Context: an optimization exercise on an open-source flow, tuned for small area, a short achievable clock period and few clock cycles. The choices shown serve that exercise and are no tape-out recipe. Power and IR drop assume default switching activity.

==> flow/design.v (excerpt) <==
module sbmc_tick #(
    parameter integer DT        = 100,
    parameter integer SCALE     = 1000,
    parameter integer N_AVG     = 4,
    parameter integer MASK_BITS = 0
) (
    input  wire        clk,
    input  wire        rst,
    input  wire [31:0] cfg_dist_target,
    input  wire [7:0]  cfg_n_ramp,
    input  wire [15:0] cfg_dwell_ticks,
    input  wire [7:0]  cfg_spd_op,
    input  wire [7:0]  cfg_spd_step,
    input  wire [15:0] cfg_cmd_stop,
    input  wire [15:0] cfg_cmd_rev,
    input  wire        run,
    input  wire        tick,
    input  wire        smp_valid,
    output wire        smp_ready,
    input  wire [55:0] smp_data,
    output wire        drv_valid,
    input  wire        drv_ready,
    output wire [15:0] drv_data,
    output wire        busy,
    output wire        running,
    output wire        fault,
    output wire [1:0]  phase,
    output wire [7:0]  ramp,
    output wire [15:0] dwell,
    output wire [31:0] acc,
    output wire [31:0] vel,
    output wire [31:0] distance
);
For scale: roughly 300 flip-flops.
clock: 10.0 ns
lec_check: 0
cap_margin: 20
core_margin: 2
core_utilization: 40
cts_buf_list: sky130_fd_sc_hd__clkbuf_4 sky130_fd_sc_hd__clkbuf_8
slew_margin: 20
standard.sh (not shown) runs the stock make flow with config.mk's settings and CLKGATE_MAP_FILE= SYNTH_SCRIPT=/design/flow/synth_recipe.tcl, a recipe that flattens the netlist after the stock synthesis.
==> flow/flow/run.sh <==
#!/bin/bash
set -euo pipefail
export SETUP_SLACK_MARGIN=6.6
export BUFFER_PORTS_ARGS="-buffer_cell sky130_fd_sc_hd__buf_2"
bash standard.sh > standard.log 2>&1
Rerun with:
--- a/flow/design.v
+++ b/flow/design.v
@@ -42,17 +42,17 @@
     output wire [31:0] acc,
     output wire [31:0] vel,
     output wire [31:0] distance
 );
     localparam [1:0] PH_ACCEL  = 2'd0,
                      PH_CRUISE = 2'd1,
                      PH_REV    = 2'd2,
                      PH_STOP   = 2'd3;
-    localparam [28:0] QO_ZERO = 29'd22;      
+    localparam [28:0] QO_ZERO = -29'sd21;    
     reg        run_q;
     reg        fault_q;
     reg [1:0]  phase_q;
     reg [7:0]  ramp_q;
     reg [15:0] dwell_q;
     reg [11:0] acc_q;         
     reg [31:0] vel_q;
     reg [31:0] dist_q;
@@ -77,17 +77,16 @@
     reg [5:0]  fdo_q;         
     reg [5:0]  ko_q;          
     reg        c_q;           
     reg [7:0]  nlvl_q;        
     reg [31:0] tgt_q;         
     reg        dz_q;          
     reg        rlast_q;       
     reg [33:0] h_q;           
-    reg        hge_q;         
     wire [11:0] b_acc;
     wire [8:0]  b_q5;
     wire [5:0]  b_q50;
     sbmc_step u_step (
         .s(s_q), .acc(b_acc), .q5(b_q5), .q50(b_q50)
     );
     wire        s_neg = s_q[13];
     wire        s_lo3 = s_q[2:0] != 3'b000;
@@ -106,44 +105,35 @@
     wire        vovf  = vsum[32] != vsum[31];
     wire        vsafe = vel_q[31] == vel_q[30];
     wire [3:0]  md    = dvel_q[3:0] - {fdo_q[2:0], 1'b0} - {fdo_q[0], 3'd0} + 4'd2;
     wire [4:0]  u     = {1'b0, md} + {1'b0, r_q};
     wire        cy    = u >= 5'd10;
     wire [3:0]  rn    = cy ? u[3:0] - 4'd10 : u[3:0];
     wire [5:0]  ko    = fdo_q + {5'd0, cy};
     wire [33:0] hsum  = {{2{dist_q[31]}}, dist_q} + {{5{qo_q[28]}}, qo_q};
-    wire [6:0]  kcm   = {1'b0, ko_q} + {6'd0, c_q} - 7'd43;
-    wire [33:0] dsum  = h_q + {{27{kcm[6]}}, kcm};
+    wire [33:0] dsum  = h_q + {27'd0, {1'b0, ko_q} + {6'd0, c_q}};
     wire        dovf  = (dsum[33:31] != 3'b000) && (dsum[33:31] != 3'b111);
     wire        dsafe = dist_q[31] == dist_q[30];
     wire [28:0] qsum  = qo_q + {23'd0, ko_q} - 29'd21;
-    wire        h_le  = h_q[33];
-    wire        h_pos = !h_q[33] && ((h_q[33:6] != 28'd0) || (h_q[5:0] >= 6'd44));
-    wire [33:0] cmp_a = sf_q ? {{2{dist_q[31]}}, dist_q} : h_q;
-    wire        c_ge  = $signed(cmp_a) >= $signed({{2{tgt_q[31]}}, tgt_q});
-    wire        d_ge  = c_ge;
+    wire        d_ge  = $signed(dist_q) >= $signed(tgt_q);
     wire        d_le0 = dist_q[31] || (dist_q == 32'd0);
     wire live   = run_q && !fault_q && (phase_q != PH_STOP);
     wire active = samp_q || sb_q || sc_q || sd_q || sd2_q || sd3_q
                   || se_q || se2_q || se3_q || sf_q || dv_q;
     wire start  = pend_q && live && !active;
     wire take   = smp_valid && samp_q;
     wire sent   = dv_q && drv_ready;
     wire vel_we = (sd_q && vsafe) || (sd3_q && !vovf_q);
     wire dst_we = (se_q && dsafe) || (se3_q && !dovf_q);
     wire p0_a   = sb_q && (phase_q == PH_ACCEL) && vsafe && dsafe;
-    wire e_ev   = dst_we && !spec_q;
-    wire e_late = e_ev && ((phase_q == PH_ACCEL) || ((phase_q == PH_CRUISE) && hge_q)
-                           || ((phase_q == PH_REV) && !h_le && !h_pos));
-    wire f_ev   = sf_q;
+    wire f_ev   = sf_q && !spec_q;
     wire p0_f   = f_ev && (phase_q == PH_ACCEL);
     wire p1_hit = f_ev && (phase_q == PH_CRUISE) && d_ge;
-    wire p2_hit = (e_ev && (phase_q == PH_REV) && h_le)
-                  || (f_ev && (phase_q == PH_REV) && d_le0);
+    wire p2_hit = f_ev && (phase_q == PH_REV) && d_le0;
     wire p0     = p0_a || p0_f;
     reg        n_pend, n_samp, n_sb, n_sc, n_sd, n_sd2, n_sd3, n_se, n_se2, n_se3,
                n_sf, n_dv, n_fault, n_run;
     reg [1:0]  n_phase;
     always @(*) begin
         n_run   = run_q;
         n_fault = fault_q;
         n_phase = phase_q;
@@ -151,17 +141,17 @@
         n_sb    = 1'b0;
         n_sc    = sb_q;
         n_sd    = sc_q;
         n_sd2   = sd_q && !vsafe;
         n_sd3   = sd2_q;
         n_se    = vel_we;
         n_se2   = se_q && !dsafe;
         n_se3   = se2_q;
-        n_sf    = e_late;
+        n_sf    = dst_we;
         n_dv    = dv_q;
         n_pend  = pend_q;
         if (run && !run_q) begin
             n_run   = 1'b1;
             n_phase = PH_ACCEL;
             n_pend  = 1'b0;
         end else begin
             n_pend = (tick && live) || (pend_q && !start);
@@ -278,17 +268,16 @@
                 qo_q  <= QO_ZERO;
                 r_q   <= 4'd0;
             end
         end
     end
     always @(posedge clk) begin
         tgt_q   <= cfg_dist_target;
         h_q     <= hsum;
-        hge_q   <= c_ge;          
         dz_q    <= (cfg_dwell_ticks == 16'd0);
         rlast_q <= (ramp_q + 8'd1 == cfg_n_ramp);
         if (run && !run_q)
             nlvl_q <= cfg_spd_step;
         else if (p0)
             nlvl_q <= nlvl_q + cfg_spd_step;
         if (start)
             cnt_q <= 2'd0;
First-iteration DRC count drops by about a fifth. Total power drops by roughly a tenth. Wire length drops by about a fifth. Final cell count drops by roughly a tenth. Clock skew drops by 0.023 ns. Register-to-register slack gets better by 0.46 ns. Count of clock-buffer cells in the layout climbs by 13. Utilization drops by 3.9 points.
No run of this note included a check of the RTL's function; only the layout flow was run.

[port drivers added, routing unchanged]
No port has a modelled driver above. Below, the same layouts with a new extraction and two added sets of constraints.
Step 1, drivers: a clkbuf_16 drives clk and a buf_2 each remaining input, both assumed.
Step 2 adds t to the input delays and takes it off the output delays; t is the mean of the earliest and latest rising clock arrival at the registers after step 1. Input paths then give back, and output paths get back, about the clock's delay inside the block.
Slacks: ideal ports / drivers / drivers and shift; pairs: ideal ports / drivers.
| run | shift t [ns] | slack for setup (ns) | worst setup path after step 2 | slew at the worst register clock pin (ns) | worst data-port slew with drivers (ns) |
|---|---|---|---|---|---|
| the first run | 0.709 | 5.964 / 5.964 / 5.734 | input to register | 0.07 / 0.07 | 0.12 |
| the second run | 0.698 | 6.423 / 6.415 / 5.717 | input to register | 0.06 / 0.06 | 0.10 |
After both steps setup and hold are still met in every run listed. For the second run, which loses most, drivers alone change the setup slack by -0.008 ns; drivers and shift together by -0.706 ns.
